Source: an optimization exercise on an open RTL-to-GDS flow (aim: small area, a short achievable clock period and few clock cycles). Production flows keep margins and buffers that such runs may drop.
RTL that was checked went through simulation tests only; none was proved equivalent to the original.
Power and IR drop assume default switching activity.

## mctp_tx
module mctp_tx (
    input  wire        clk,
    input  wire        rst,           
    input  wire        start_valid,
    output wire        start_ready,
    input  wire [12:0] cfg_len,       
    input  wire [7:0]  cfg_mtu,       
    input  wire [31:0] cfg_addr,      
    input  wire        cfg_to,        
    input  wire        cfg_pec_xor,   
    input  wire        cfg_mic,       
    input  wire        in_valid,
    output wire        in_ready,
    input  wire [7:0]  in_data,
    output reg         out_valid,
    input  wire        out_ready,
    output reg  [7:0]  out_data,
    output reg         out_sop,       
    output reg         out_eop        
);
    reg        idle, hd, py, pc;
    reg [7:0]  h;           
    reg [31:0] addr;
    reg        to_bit;
    reg        pec_xor;
    reg        mic;
    reg [7:0]  m1;          
    reg [13:0] q;           
    reg        cfl;         
    reg [7:0]  p;           
    reg [2:0]  micn;        
    reg        first_pkt;
    reg        last_pkt;
    reg [1:0]  seq;
    reg [7:0]  crc8;
    reg [31:0] crc32;
    reg        fb_pend;     
    reg        fin;         
    reg        in_rdy;      
    reg        skid_v;
    reg [7:0]  skid;
    wire        adv      = !out_valid || out_ready;
    wire        acc      = in_valid && in_rdy;
    wire        mic_go   = py && !fin && !skid_v;
    wire        prod     = acc || mic_go || (!skid_v && (hd || pc));
    wire [8:0]  lo       = {1'b0, q[7:0]} + {1'b0, ~m1};
    wire [5:0]  hi       = q[13:8] - {5'd0, !cfl};
    wire        last_now = q[13] || (q[12:8] == 5'd0 && !cfl);    
    wire        p_lt     = (p[7:3] == 5'd0) && (p[2:0] <  micn);
    wire        p_le     = (p[7:3] == 5'd0) && (p[2:0] <= micn);
    wire        p_zero   = (p == 8'd0);
    wire        empty    = (p == 8'hFF);
    wire [7:0]  ctrl     = {first_pkt, last_pkt, seq, to_bit, 3'd3};
    wire [7:0]  mic_byte = ~crc32[7:0];
    wire [7:0]  mtu_m1;
    wire [13:0] len_q;
    wire        len_b   = (cfg_len[1:0] == 2'd0);
  ...
Size: ~810 cells after synthesis, roughly 150 flip-flops, roughly 8700 µm² of cells after synthesis.
Settings: LEC_CHECK=0, CAP_MARGIN=20, CORE_MARGIN=2, CORE_UTILIZATION=40, CTS_BUF_LIST=sky130_fd_sc_hd__clkbuf_8, CTS_CLUSTER_SIZE=30, SETUP_SLACK_MARGIN=2.8, SLEW_MARGIN=20, SYNTH_HIERARCHICAL=1, TNS_END_PERCENT=10; clock period 5.0 ns.
standard.sh (not shown) runs the stock make flow with config.mk's settings and CLKGATE_MAP_FILE= SYNTH_SCRIPT=/design/flow/synth_recipe.tcl, a recipe that flattens the netlist after the stock synthesis.
==> flow/flow/run.sh <==
#!/bin/bash
# The standard layout (standard.sh: the standard flow's synthesis and ORFS flow), with the
# port buffers made of sky130_fd_sc_hd__buf_2 cells instead of the default
# delay-buffer cells. make's full output goes to flow_make.log.
set -euo pipefail
export BUFFER_PORTS_ARGS="-buffer_cell sky130_fd_sc_hd__buf_2"
bash standard.sh > flow_make.log 2>&1
Testbench counts at the start, summed over its fixed seeds: cycles 49,716.
Edit:
--- a/flow/design.v
+++ b/flow/design.v
@@ -220,28 +220,28 @@
             idle   <= 1'b1;
             hd     <= 1'b0;
             h      <= 8'd0;
             py     <= 1'b0;
             pc     <= 1'b0;
             in_rdy <= 1'b0;
         end else begin
             if (idle) begin
-                addr      <= cfg_addr;
-                to_bit    <= cfg_to;
-                pec_xor   <= cfg_pec_xor;
-                mic       <= cfg_mic;
-                m1        <= mtu_m1;
-                q         <= len_q;
-                first_pkt <= 1'b1;
-                seq       <= 2'd0;
-                h         <= 8'd1;
                 if (start_valid) begin
-                    idle <= 1'b0;
-                    hd   <= 1'b1;
+                    idle      <= 1'b0;
+                    hd        <= 1'b1;
+                    h         <= 8'd1;
+                    addr      <= cfg_addr;
+                    to_bit    <= cfg_to;
+                    pec_xor   <= cfg_pec_xor;
+                    mic       <= cfg_mic;
+                    m1        <= mtu_m1;
+                    q         <= len_q;
+                    first_pkt <= 1'b1;
+                    seq       <= 2'd0;
                 end
             end
             if (hd && prod) begin
                 h <= {h[6:0], 1'b0};
                 if (c32_ini)
                     crc32 <= {8'hFF, c32n[23:0]};
                 if (h[0]) begin
                     p       <= q[7:0];
Outcome:
- The changed run finished clean
- die area grows by 0.58%
- critical path depth shrinks by 2
- utilization shrinks by 1.9 points
- clock-buffer cell count does not change
- final cell count grows by 0.50%
- combinational power shrinks by 6.4%
- setup slack loses 0.018 ns
- total power shrinks by 2.1%
- clock power hardly moves
- synthesized cell count grows by about 1.4%
- design area shrinks by 1.7%
- routed wire length shrinks by about 3.6%
Testbench counts after the change, summed over its fixed seeds: cycles 49,716.

---

mctp_tx, a different RTL version from the one above (not shown whole).
Size: roughly 790 cells after synthesis, about 82 I/O pins.
==> flow/config.mk <==
export PLATFORM = sky130hd
export DESIGN_NAME = mctp_tx
export DESIGN_NICKNAME = mctp_tx
export VERILOG_FILES = /design/flow/design.v
export SDC_FILE = /design/flow/constraint.sdc
export NUM_CORES = 4
export LEC_CHECK = 0
export CAP_MARGIN = 20
export CORE_MARGIN = 2
export CORE_UTILIZATION = 40
export CTS_BUF_LIST = sky130_fd_sc_hd__clkbuf_8
export CTS_CLUSTER_SIZE = 30
export SETUP_SLACK_MARGIN = 2.8
export SLEW_MARGIN = 20
export SYNTH_HIERARCHICAL = 1
export TNS_END_PERCENT = 10
==> flow/constraint.sdc <==
create_clock -name core_clock -period 5.0 [get_ports {clk}]
set_input_delay 1.0000 -clock core_clock [delete_from_list [all_inputs] [get_ports {clk}]]
set_output_delay 1.0000 -clock core_clock [all_outputs]
set_load 0.01 [all_outputs]
==> flow/flow/run.sh <==
#!/bin/bash
# The standard layout (standard.sh: the standard flow's synthesis and ORFS flow), with the
# port buffers made of sky130_fd_sc_hd__buf_1 cells instead of the default
# delay-buffer cells, and clock tree synthesis without dummy loads.
# make's full output goes to flow_make.log.
set -euo pipefail
export BUFFER_PORTS_ARGS="-buffer_cell sky130_fd_sc_hd__buf_1"
export CTS_ARGS="-sink_clustering_enable -repair_clock_nets -dont_use_dummy_load -buf_list sky130_fd_sc_hd__clkbuf_8 -sink_clustering_size 30"
bash standard.sh > flow_make.log 2>&1
Change:
--- a/flow/design.v
+++ b/flow/design.v
@@ -23,13 +23,13 @@
     reg [7:0]  h;           
     reg [31:0] addr;
     reg        to_bit;
     reg        pec_xor;
     reg        mic;
     reg [7:0]  m1;          
-    reg [12:0] q;           
+    reg [13:0] q;           
     reg        cfl;         
     reg        hinc;        
     reg [7:0]  p;           
     reg [2:0]  micn;        
     reg        first_pkt;
     reg        last_pkt;
@@ -43,16 +43,16 @@
     reg [7:0]  skid;
     wire        adv      = !out_valid || out_ready;
     wire        acc      = in_valid && in_rdy;
     wire        mic_go   = py && !fin && !skid_v;
     wire        prod     = acc || mic_go || (!skid_v && (hd || pc));
     wire [8:0]  lo       = {1'b0, q[7:0]} - {1'b0, m1};
-    wire [4:0]  hi       = q[12:8] - {4'd0, !cfl};
-    wire        qh0      = (q[12:8] == 5'd0);
+    wire [5:0]  hi       = q[13:8] - {5'd0, !cfl};
+    wire        qh0      = (q[13:8] == 6'd0);
     wire        last_now = (qh0 && !cfl) ||
-                           (q[7:0] == 8'd0 && ((qh0 && cfl) || (q[12:8] == 5'd1 && !cfl)));
+                           (q[7:0] == 8'd0 && ((qh0 && cfl) || (q[13:8] == 6'd1 && !cfl)));
     wire        p_lt     = (p[7:3] == 5'd0) && (p[2:0] <= micn);                
     wire        p_le     = (p[7:3] == 5'd0) && ({1'b0, p[2:0]} <= {1'b0, micn} + 4'd1);  
     wire        p_zero   = (p == 8'd1);     
     wire        empty    = (p == 8'd0);
     wire [7:0]  ctrl     = {first_pkt, last_pkt, seq, to_bit, 3'd3};
     wire [7:0]  mic_byte = ~crc32[7:0];
@@ -72,17 +72,16 @@
                | ({8{h[4]}} & 8'h01)       | ({8{h[5]}} & addr[23:16])
                | ({8{h[6]}} & addr[31:24]) | ({8{h[7]}} & ctrl);
     end
     wire [7:0]  c32x = (py && fin) ? (crc32[7:0] ^ in_data) : 8'd0;
     wire [31:0] c32n;
     wire        c32_ini = first_pkt && (h[0] || h[1] || h[2] || h[3]);
-    wire [7:0]  c8b = (py && fin) ? in_data
-                    : (({8{h[5]}} & addr[23:16]) | ({8{h[6]}} & addr[31:24])
-                     | ({8{h[7]}} & ctrl)         | ({8{py}} & mic_byte));
+    wire [7:0]  c8b = ({8{h[5]}} & addr[23:16]) | ({8{h[6]}} & addr[31:24])
+                    | ({8{h[7]}} & ctrl)         | ({8{py}} & mic_byte);
     wire [7:0]  c8r = h[5] ? 8'h07 : crc8;
-    wire [7:0]  c8x = c8r ^ c8b;
+    wire [7:0]  c8x = (py && fin) ? (crc8 ^ in_data) : (c8r ^ c8b);
     wire [7:0]  c8n;
     wire c32_t8, c32_t9, c32_t10, c32_t11, c32_t12, c32_t13, c32_t14, c32_t15, c32_t16, c32_t17, c32_t18, c32_t19, c32_t20, c32_t21, c32_t22, c32_t23, c32_t24, c32_t25, c32_t26, c32_t27, c32_t28, c32_t29, c32_t30, c32_t31, c32_t32, c32_t33, c32_t34, c32_t35, c32_t36, c32_t37, c32_t38, c32_t39, c32_t40, c32_t41, c32_t42, c32_t43, c32_t44, c32_t45, c32_t46, c32_t47, c32_t48, c32_t49, c32_t50;
     mctp_x2 c32_x0 (.a(c32x[1]), .b(c32x[6]), .y(c32_t8));
     mctp_x2 c32_x1 (.a(c32x[2]), .b(c32x[4]), .y(c32_t9));
     mctp_x2 c32_x2 (.a(c32x[3]), .b(c32x[5]), .y(c32_t10));
     mctp_x2 c32_x3 (.a(c32x[0]), .b(c32x[7]), .y(c32_t11));
@@ -201,13 +200,13 @@
             if (idle) begin
                 addr      <= cfg_addr;
                 to_bit    <= cfg_to;
                 pec_xor   <= cfg_pec_xor;
                 mic       <= cfg_mic;
                 m1        <= cfg_mtu;
-                q         <= {cfg_len[12:8], len_l4, cfg_len[1:0]};
+                q         <= {1'b0, cfg_len[12:8], len_l4, cfg_len[1:0]};
                 hinc      <= len_hinc;
                 first_pkt <= 1'b1;
                 seq       <= 2'd0;
                 h         <= 8'd1;
                 if (start_valid) begin
                     idle <= 1'b0;
@@ -222,29 +221,29 @@
                 if (c32_ini)
                     crc32 <= {8'hFF, c32n[23:0]};
                 if (h[0]) begin
                     p       <= q[7:0];
                     q[7:0]  <= lo[7:0];
                     cfl     <= !lo[8];
-                    q[12:8] <= q[12:8] + {4'd0, hinc};
+                    q[13:8] <= q[13:8] + {5'd0, hinc};
                     hinc    <= 1'b0;
                 end
                 if (h[1]) begin
                     last_pkt <= last_now;
                     if (last_now) begin
-                        q <= 13'd0;
+                        q <= 14'd0;
                     end else begin
-                        q[12:8] <= hi;
+                        q[13:8] <= hi;
                         p       <= m1;
                     end
                     fb_pend <= last_now && first_pkt;
                     if (last_now && first_pkt)
                         m1 <= 8'd0;
                 end
                 if (h[2])
-                    micn <= (mic && q[12:2] == 11'd0) ? {q[1:0] == 2'd0, 2'd0 - q[1:0]} : 3'd0;
+                    micn <= (mic && q[13:2] == 12'd0) ? {q[1:0] == 2'd0, 2'd0 - q[1:0]} : 3'd0;
                 if (h[5] || h[6] || h[7])
                     crc8 <= c8n;
                 if (h[7]) begin
                     hd   <= 1'b0;
                     py   <= !empty;
                     pc   <= empty;
What happened:
- The new run produced a clean layout
- via count rose by 8.5%
- fmax rose by 1.3%
- sequential share of layout area fell by 1.4 points
- first-iteration DRC count rose by about 36%
- synthesized area rose by 4.0%
- hold slack got worse by 28 ps
- worst setup slack improved by 29 ps
- count of clock-buffer cells in the layout is unchanged
- sequential power stays flat
- design area rose by 3.9%
Testbench counts after the change, summed over its fixed seeds: cycles 49,716.
Function not checked in the first run of this note: the RTL went through the layout flow alone.

---

run a:
Another version of the RTL of mctp_tx (not shown whole).
Size: about 8800 µm² of cells after synthesis.
clock: 5.0 ns
lec_check: 0
cap_margin: 20
core_margin: 2
core_utilization: 40
cts_buf_list: sky130_fd_sc_hd__clkbuf_8
cts_cluster_size: 30
setup_slack_margin: 2.8
slew_margin: 20
synth_hierarchical: 1
tns_end_percent: 10
Scripts as last shown in full above: flow/flow/run.sh
diff inputs: run a => run b
--- a/flow/design.v
+++ b/flow/design.v
@@ -86,22 +86,27 @@
         else
             pb = ({8{h[0]}} & addr[7:0])   | ({8{h[1]}} & 8'h0F)
                | ({8{h[2]}} & (p + 8'd6))  | ({8{h[3]}} & addr[15:8])
                | ({8{h[4]}} & 8'h01)       | ({8{h[5]}} & addr[23:16])
                | ({8{h[6]}} & addr[31:24]) | ({8{h[7]}} & ctrl);
     end
     wire [7:0]  c32x = (py && fin) ? (crc32[7:0] ^ in_data) : 8'd0;
     wire [31:0] c32n;
     wire        c32_ini = first_pkt && (h[0] || h[1] || h[2] || h[3]);
-    wire [7:0]  c8b = ({8{h[5]}} & addr[23:16]) | ({8{h[6]}} & addr[31:24])
-                    | ({8{h[7]}} & ctrl)         | ({8{py}} & mic_byte);
-    wire [7:0]  c8r = h[5] ? 8'h07 : crc8;
-    wire [7:0]  c8x = (py && fin) ? (crc8 ^ in_data) : (c8r ^ c8b);
+    reg  [7:0]  c8b;
+    always @(*) begin
+        if (py)
+            c8b = fin ? in_data : mic_byte;
+        else
+            c8b = ({8{h[5]}} & addr[23:16]) | ({8{h[6]}} & addr[31:24])
+                | ({8{h[7]}} & ctrl);
+    end
+    wire [7:0]  c8x = crc8 ^ c8b;
     wire [7:0]  c8n;
     wire c32_t8, c32_t9, c32_t10, c32_t11, c32_t12, c32_t13, c32_t14, c32_t15, c32_t16, c32_t17, c32_t18, c32_t19, c32_t20, c32_t21, c32_t22, c32_t23, c32_t24, c32_t25, c32_t26, c32_t27, c32_t28, c32_t29, c32_t30, c32_t31, c32_t32, c32_t33, c32_t34, c32_t35, c32_t36, c32_t37, c32_t38, c32_t39, c32_t40, c32_t41, c32_t42, c32_t43, c32_t44, c32_t45, c32_t46, c32_t47, c32_t48, c32_t49, c32_t50;
     mctp_x2 c32_x0 (.a(c32x[1]), .b(c32x[6]), .y(c32_t8));
     mctp_x2 c32_x1 (.a(c32x[2]), .b(c32x[4]), .y(c32_t9));
     mctp_x2 c32_x2 (.a(c32x[3]), .b(c32x[5]), .y(c32_t10));
     mctp_x2 c32_x3 (.a(c32x[0]), .b(c32x[7]), .y(c32_t11));
     mctp_x2 c32_x4 (.a(c32x[7]), .b(c32_t10), .y(c32_t12));
     mctp_x2 c32_x5 (.a(c32x[0]), .b(c32_t9), .y(c32_t13));
     mctp_x2 c32_x6 (.a(c32x[2]), .b(c32_t8), .y(c32_t14));
@@ -257,18 +262,20 @@
                         p       <= m1;
                     end
                     fb_pend <= last_now && first_pkt;
                     if (last_now && first_pkt)
                         m1 <= 8'd0;
                 end
                 if (h[2])
                     micn <= (mic && (q[13] || (q[12:2] == 11'd0 && q[1:0] != 2'd3)))
                             ? 3'd3 - q[2:0] : 3'd0;
+                if (h[4])
+                    crc8 <= 8'h07;    
                 if (h[5] || h[6] || h[7])
                     crc8 <= c8n;
                 if (h[7]) begin
                     hd   <= 1'b0;
                     py   <= !empty;
                     pc   <= empty;
                     fin  <= !p_lt;
                 end
             end
==> comparison <==
Run b was carried through to the last stage, and its layout satisfied the timing, DRC and antenna checks. Number of signal-net inverters in the final layout delta for run b relative to run a: 8 higher. Via count of the first global-routing pass: run b < run a. The lower routability congestion estimate from global placement of run a and run b is in run b. Sort run a and run b by switching power of the nets, ascending, and run b comes first. Run b ended up with a lower number of buffers inserted by post-CTS setup repair than run a did. Run b vs. run a: total power per unit cell area went down about 2.7%, worst hold slack went up 6.9 ps, maximum frequency has increased, global-route usage shrank by 2.0 points, cell area after layout rose by 2.2%. Diff run a and run b: global-route track usage on met3 lower in run a.
No run of this note included a check of the RTL's function; only the layout flow was run.

---

mctp_tx, a different RTL version from the one above (not shown whole).
For scale: about 860 cells after synthesis.
// mctp_tx
module mctp_tx (
    input  wire        clk,
    input  wire        rst,           
    input  wire        start_valid,
    output wire        start_ready,
    input  wire [12:0] cfg_len,       
    input  wire [7:0]  cfg_mtu,       
    input  wire [31:0] cfg_addr,      
    input  wire        cfg_to,        
    input  wire        cfg_pec_xor,   
    input  wire        cfg_mic,       
    input  wire        in_valid,
    output wire        in_ready,
    input  wire [7:0]  in_data,
    output reg         out_valid,
    input  wire        out_ready,
    output reg  [7:0]  out_data,
    output reg         out_sop,       
    output reg         out_eop        
);
    reg        idle, hd, py, pc;
    reg        busy;        
    reg [7:0]  h;           
    reg [31:0] addr;
    reg        to_bit;
    reg        pec_xor;
    reg        mic;
    reg [7:0]  m1;          
    reg [13:0] q;           
    reg        cfl;         
    reg        hinc, hdec;  
    reg [7:0]  p;           
    reg [2:0]  micn;        
    reg        first_pkt;
    reg        last_pkt;
    reg [1:0]  seq;
    reg [7:0]  crc8;
    reg [31:0] crc32;
    reg        fb_pend;     
    reg        fin;         
    reg        in_rdy;      
    reg        skid_v;
    reg [7:0]  skid;
    wire        adv      = !out_valid || out_ready;
    wire        acc      = in_valid && in_rdy;
    wire        mic_go   = py && !fin && !skid_v;
    wire        prod     = acc || mic_go || (!skid_v && (hd || pc));
    wire [8:0]  lo       = {1'b0, q[7:0]} + {1'b0, ~m1};
    wire [5:0]  hi       = q[13:8] - {5'd0, !cfl};
    wire        last_now = q[13] || (q[12:8] == 5'd0 && !cfl);    
    wire        p_lt     = (p[7:3] == 5'd0) && (p[2:0] <  micn);
    wire        p_le     = (p[7:3] == 5'd0) && (p[2:0] <= micn);
    wire        p_zero   = (p == 8'd0);
    wire        empty    = (p == 8'hFF);
  ...
export LEC_CHECK = 0
export CAP_MARGIN = 20
export CORE_MARGIN = 2
export CORE_UTILIZATION = 40
export CTS_BUF_LIST = sky130_fd_sc_hd__clkbuf_8
export CTS_CLUSTER_SIZE = 30
export SETUP_SLACK_MARGIN = 2.8
export SLEW_MARGIN = 20
export SYNTH_HIERARCHICAL = 1
export TNS_END_PERCENT = 10
create_clock -name core_clock -period 5.0 [get_ports {clk}]
Scripts as last shown in full above: flow/flow/run.sh
The baseline completed with no timing, DRC or antenna violations.
Edit:
--- a/flow/design.v
+++ b/flow/design.v
@@ -24,15 +24,14 @@
     reg [31:0] addr;
     reg        to_bit;
     reg        pec_xor;
     reg        mic;
     reg [7:0]  m1;          
     reg [13:0] q;           
     reg        cfl;         
-    reg        hinc, hdec;  
     reg [7:0]  p;           
     reg [2:0]  micn;        
     reg        first_pkt;
     reg        last_pkt;
     reg [1:0]  seq;
     reg [7:0]  crc8;
     reg [31:0] crc32;
@@ -51,38 +50,36 @@
     wire        p_lt     = (p[7:3] == 5'd0) && (p[2:0] <  micn);
     wire        p_le     = (p[7:3] == 5'd0) && (p[2:0] <= micn);
     wire        p_zero   = (p == 8'd0);
     wire        empty    = (p == 8'hFF);
     wire [7:0]  ctrl     = {first_pkt, last_pkt, seq, to_bit, 3'd3};
     wire [7:0]  mic_byte = ~crc32[7:0];
     wire [7:0]  mtu_m1;
-    wire [7:0]  len_q;
+    wire [13:0] len_q;
     wire        len_b   = (cfg_len[1:0] == 2'd0);
     wire        len_inc = cfg_mic && !len_b;
     wire        len_dec = !cfg_mic && len_b;
-    wire        len_hinc, len_hdec;
     genvar gi;
     generate
         for (gi = 0; gi < 8; gi = gi + 1) begin : g_m1
             if (gi == 0)
                 assign mtu_m1[gi] = !cfg_mtu[gi];
             else
                 assign mtu_m1[gi] = cfg_mtu[gi] ^ (cfg_mtu[gi-1:0] == {gi{1'b0}});
         end
         assign len_q[1:0] = cfg_len[1:0] - 2'd1;
-        for (gi = 2; gi < 8; gi = gi + 1) begin : g_lq
+        for (gi = 2; gi < 13; gi = gi + 1) begin : g_lq
             if (gi == 2)
                 assign len_q[gi] = cfg_len[gi] ^ len_inc ^ len_dec;
             else
                 assign len_q[gi] = cfg_len[gi]
                     ^ (len_inc && cfg_len[gi-1:2] == {(gi-2){1'b1}})
                     ^ (len_dec && cfg_len[gi-1:2] == {(gi-2){1'b0}});
         end
-        assign len_hinc = len_inc && cfg_len[7:2] == 6'h3F;
-        assign len_hdec = len_dec && cfg_len[7:2] == 6'h00;
+        assign len_q[13] = len_dec && cfg_len[12:2] == 11'd0;
     endgenerate
     wire        take_in = py && fin;
     reg  [7:0]  pbo;
     wire [7:0]  pb = take_in ? in_data : pbo;
     always @(*) begin
         if (py)
             pbo = mic_byte;
@@ -221,17 +218,15 @@
         begin
             if (idle) begin
                 addr      <= cfg_addr;
                 to_bit    <= cfg_to;
                 pec_xor   <= cfg_pec_xor;
                 mic       <= cfg_mic;
                 m1        <= mtu_m1;
-                q         <= {1'b0, cfg_len[12:8], len_q};
-                hinc      <= len_hinc;
-                hdec      <= len_hdec;
+                q         <= len_q;
                 first_pkt <= 1'b1;
                 seq       <= 2'd0;
                 h         <= 8'd1;
                 if (start_valid) begin
                     idle <= 1'b0;
                     busy <= 1'b1;
                     hd   <= 1'b1;
@@ -243,17 +238,14 @@
                 h <= {h[6:0], 1'b0};
                 if (c32_ini)
                     crc32 <= {8'hFF, c32n[23:0]};
                 if (h[0]) begin
                     p       <= q[7:0];
                     q[7:0]  <= lo[7:0];
                     cfl     <= lo[8];
-                    q[13:8] <= q[13:8] + (hinc ? 6'd1 : hdec ? 6'h3F : 6'd0);
-                    hinc    <= 1'b0;
-                    hdec    <= 1'b0;
                 end
                 if (h[1]) begin
                     last_pkt <= last_now;
                     if (last_now) begin
                         q <= 14'h3FFF;
                     end else begin
                         q[13:8] <= hi;
Non-clock buffer count went down by 8.
Clock skew fell by 0.017 ns.
Synthesized cell count drops by about 3.5%.
Global-route usage is higher by 0.25 points.
Worst setup slack gets worse by 0.078 ns.
Via count came out lower by 6.2%.
Final area goes down by 4.6%.
Critical path depth increases by 2.
Final cell count falls by 3.3%.
Power came out lower by 4.3%.
Sequential share of layout area came out higher by 1.4 points.
No functional check of the RTL was part of any run of this note.

static timing again, ports no longer ideal:
No port has a modelled driver above. Below, the same layouts with a new extraction and two added sets of constraints.
Step 1 (the two cells are an assumption about what drives the block):
set clk [get_ports {clk}]
set_driving_cell -lib_cell sky130_fd_sc_hd__clkbuf_16 $clk
set_driving_cell -lib_cell sky130_fd_sc_hd__buf_2 [delete_from_list [all_inputs] $clk]
Step 2 adds t to the input delays and takes it off the output delays; t is the mean of the earliest and latest rising clock arrival at the registers after step 1. Input paths then give back, and output paths get back, about the clock's delay inside the block.
Three values: ideal, step 1, step 2; two values: the first two.
run | t (ns) | slack for setup (ns) | slew at the worst register clock pin (ns)
the first run of note 1 | 0.493 | 2.707 / 2.678 / 2.241 | 0.09 / 0.09
the second run of note 1 | 0.508 | 2.689 / 2.689 / 2.197 | 0.09 / 0.09
the first run of note 2 | 0.482 | 2.714 / 2.695 / 2.213 | 0.08 / 0.08
the second run of note 2 | 0.486 | 2.742 / 2.742 / 2.269 | 0.10 / 0.10
run a | 0.494 | 2.553 / 2.556 / 2.062 | 0.10 / 0.10
run b | 0.486 | 2.652 / 2.652 / 2.178 | 0.09 / 0.09
the first run of note 4 | 0.487 | 2.732 / 2.736 / 2.250 | 0.10 / 0.10
the second run of note 4 | 0.490 | 2.655 / 2.659 / 2.169 | 0.09 / 0.09
After both steps every run listed still meets setup and hold. The setup slack of the first run of note 2, which loses most, moves by -0.019 ns with the drivers and by -0.501 ns with both steps.
